Context: an optimization exercise on an open-source flow, tuned for small area, a short achievable clock period and few clock cycles per item. The choices shown serve that exercise and are no tape-out recipe.
RTL that was checked went through simulation tests only; none was proved equivalent to the original.
Power figures rest on the tool's default switching activity, not on a simulated workload.

Design sge_fec_esc, start of the top module:
module sge_fec_esc (
    input  wire       clk,
    input  wire       rst,
    input  wire       in_valid,
    output wire       in_ready,
    input  wire [7:0] in_data,
    input  wire       in_last,
    output wire       out_valid,
    input  wire       out_ready,
    output wire [7:0] out_data,
    output wire       out_last
);
    reg       mv;              
    reg [7:0] md;
    reg       ml;
    reg       sf;              
    reg       in_rdy;          
    wire      se = !sf;
    reg [7:0] sd;
    reg       sl;
    reg [7:0] pos;
    reg       par_ph;          
    reg       pad;             
    reg       fin;             
    reg       flush;           
    reg [7:0] symz;            
    reg       cv;              
    reg [7:0] cd;
    reg       cl;
    assign in_ready = in_rdy;
    wire in_fire = in_valid && se;
    wire esc_ready;
    wire c_free   = !cv || esc_ready;
    wire src_ok   = par_ph || pad || mv;
    wire step     = flush || (c_free && src_ok);
    wire take     = step && !par_ph && !pad;
    wire [7:0] par31;
    wire [7:0] cod_data = par_ph ? par31 : symz;
    wire       cod_last = par_ph && fin && (pos == 8'd254);
    wire       wrap     = (pos == 8'd254);
  ...
For scale: roughly 970 cells after synthesis, roughly 330 flip-flops, roughly 24 I/O pins, ~15000 um2 of cells after synthesis.
==> module sge_fec_esc, before the edit <==
module sge_fec_esc (
    input  wire       clk,
    input  wire       rst,
    input  wire       in_valid,
    output wire       in_ready,
    input  wire [7:0] in_data,
    input  wire       in_last,
    output wire       out_valid,
    input  wire       out_ready,
    output wire [7:0] out_data,
    output wire       out_last
);
    reg       mv;              
    reg [7:0] md;
    reg       ml;
    reg       sf;              
    reg       in_rdy;          
    wire      se = !sf;
    reg [7:0] sd;
    reg       sl;
    reg [7:0] pos;
    reg       par_ph;          
    reg       pad;             
    reg       fin;             
    reg       flush;           
    reg [7:0] symz;            
    reg       cv;              
    reg [7:0] cd;
    reg       cl;
    assign in_ready = in_rdy;
    wire in_fire = in_valid && se;
    wire esc_ready;
    wire c_free   = !cv || esc_ready;
    wire src_ok   = par_ph || pad || mv;
    wire step     = flush || (c_free && src_ok);
    wire take     = step && !par_ph && !pad;
    wire [7:0] par31;
    wire [7:0] cod_data = par_ph ? par31 : symz;
    wire       cod_last = par_ph && fin && (pos == 8'd254);
    wire       wrap     = (pos == 8'd254);
    wire       to_par   = (pos == 8'd222);
    wire [7:0] pos_n    = !step ? pos    : wrap ? 8'd0 : pos + 8'd1;
    wire       par_ph_n = !step ? par_ph : wrap ? 1'b0 : (par_ph || to_par);
    wire       pad_n    = !step ? pad    : wrap ? 1'b0 : (pad || (take && ml && !to_par));
    wire       m_free = !mv || take;
    wire       mv_n   = m_free ? (!se || in_fire) : 1'b1;
    wire [7:0] md_n   = !m_free ? md : !se ? sd : in_data;
    wire       ml_n   = !m_free ? ml : !se ? sl : in_last;
    wire       se_n   = m_free || (se && !in_fire);
    always @(posedge clk) begin
        if (rst) begin
            mv     <= 1'b0;
            sf     <= 1'b0;
            in_rdy <= 1'b1;
            pos    <= 8'd223;
            par_ph <= 1'b1;
            flush  <= 1'b1;
            pad    <= 1'b0;
            symz   <= 8'h00;
            cv     <= 1'b0;
        end else begin
            mv   <= mv_n;
            md   <= md_n;
            ml   <= ml_n;
            sf     <= !se_n;
            in_rdy <= se_n;
            if (!m_free && in_fire) begin
                sd <= in_data; sl <= in_last;
            end
            pos    <= pos_n;
            par_ph <= par_ph_n;
            pad    <= pad_n;
            if (step && wrap)
                flush <= 1'b0;
            if (take)
                fin <= ml;
            symz <= (par_ph_n || pad_n) ? 8'h00 : md_n;
            if (c_free) begin
                cv <= step && !flush;
                cd <= cod_data;
                cl <= cod_last;
            end
        end
    end
    sge_rs_encoder u_rs (
        .clk     (clk),
        .en      (step),
        .zero    (par_ph),
        .sym     (symz),
        .par_out (par31)
    );
    sge_escaper u_esc (
        .clk       (clk),
        .rst       (rst),
        .in_valid  (cv),
        .in_ready  (esc_ready),
        .in_data   (cd),
        .in_last   (cl),
        .out_valid (out_valid),
        .out_ready (out_ready),
        .out_data  (out_data),
        .out_last  (out_last)
    );
endmodule
clock: 4.0 ns
lec_check: 0
cap_margin: 20
core_margin: 2
core_utilization: 70
setup_slack_margin: 1.8
slew_margin: 20
run.sh (not shown) runs the stock make flow with config.mk's settings and CLKGATE_MAP_FILE= SYNTH_SCRIPT=/design/flow/synth_recipe.tcl, a recipe that flattens the netlist after the stock synthesis.
Next try:
--- a/flow/design.v
+++ b/flow/design.v
@@ -319,11 +319,10 @@
     reg [7:0] pos;
     reg       par_ph;          
     reg       pad;             
     reg       fin;             
     reg       flush;           
-    reg [7:0] symz;            
     reg       cv;              
     reg [7:0] cd;
     reg       cl;
     assign in_ready = in_rdy;
     wire in_fire = in_valid && se;
@@ -331,11 +330,12 @@
     wire c_free   = !cv || esc_ready;
     wire src_ok   = par_ph || pad || mv;
     wire step     = flush || (c_free && src_ok);
     wire take     = step && !par_ph && !pad;
     wire [7:0] par31;
-    wire [7:0] cod_data = par_ph ? par31 : symz;
+    wire [7:0] sym      = pad ? 8'h00 : md;
+    wire [7:0] cod_data = par_ph ? par31 : sym;
     wire       cod_last = par_ph && fin && (pos == 8'd254);
     wire       wrap     = (pos == 8'd254);
     wire       to_par   = (pos == 8'd222);
     wire [7:0] pos_n    = !step ? pos    : wrap ? 8'd0 : pos + 8'd1;
     wire       par_ph_n = !step ? par_ph : wrap ? 1'b0 : (par_ph || to_par);
@@ -352,11 +352,10 @@
             in_rdy <= 1'b1;
             pos    <= 8'd223;
             par_ph <= 1'b1;
             flush  <= 1'b1;
             pad    <= 1'b0;
-            symz   <= 8'h00;
             cv     <= 1'b0;
         end else begin
             mv   <= mv_n;
             md   <= md_n;
             ml   <= ml_n;
@@ -370,11 +369,10 @@
             pad    <= pad_n;
             if (step && wrap)
                 flush <= 1'b0;
             if (take)
                 fin <= ml;
-            symz <= (par_ph_n || pad_n) ? 8'h00 : md_n;
             if (c_free) begin
                 cv <= step && !flush;
                 cd <= cod_data;
                 cl <= cod_last;
             end
@@ -382,11 +380,11 @@
     end
     sge_rs_encoder u_rs (
         .clk     (clk),
         .en      (step),
         .zero    (par_ph),
-        .sym     (symz),
+        .sym     (sym),
         .par_out (par31)
     );
     sge_escaper u_esc (
         .clk       (clk),
         .rst       (rst),
What happened: Non-clock buffer count goes up by 8. Global-route usage rises by 1.4 points. Clock power went up by a few percent. Clock skew went down by 0.0065 ns. Hold slack is worse by 0.0094 ns. Design area drops slightly. Area after synthesis falls by a few percent. Power went up by a few percent. First-iteration DRC count decreases by about a fifth. Die area falls by a few percent. Synthesized cell count decreases by a few percent.
Testbench counts after the change, summed over its fixed seeds: cycles 31,336, out bytes 31,088.
The RTL of the first run of this note was laid out without a check of its function.

re-timing with driven ports:
The flow's constraints put no driver on any port. The routed layouts listed below were extracted and timed again, unchanged, in two steps. Step 1 (the two cells are an assumption about what drives the block):
set clk [get_ports {clk}]
set_driving_cell -lib_cell sky130_fd_sc_hd__clkbuf_16 $clk
set_driving_cell -lib_cell sky130_fd_sc_hd__buf_2 [delete_from_list [all_inputs] $clk]
Step 2 times the ports against the registers' clock, not the clock port: input delays grow and output delays shrink by t, the midpoint of the rising clock arrivals with the driver on. Three values: ideal ports, drivers, drivers and shift; two values: the first two.
run	t (ns)	setup slack, ns	worst register clock-pin slew, ns	worst slew at a driven data input, ns	cell pins on the clock port's net
the first run	0.554	1.701 / 1.701 / 1.498	0.07 / 0.07	0.04	1
the second run	0.555	1.734 / 1.734 / 1.292	0.07 / 0.07	0.05	1
After both steps setup and hold are still met in every run listed. For the second run, which loses most, drivers alone change the setup slack by 0.000 ns; drivers and shift together by -0.442 ns.
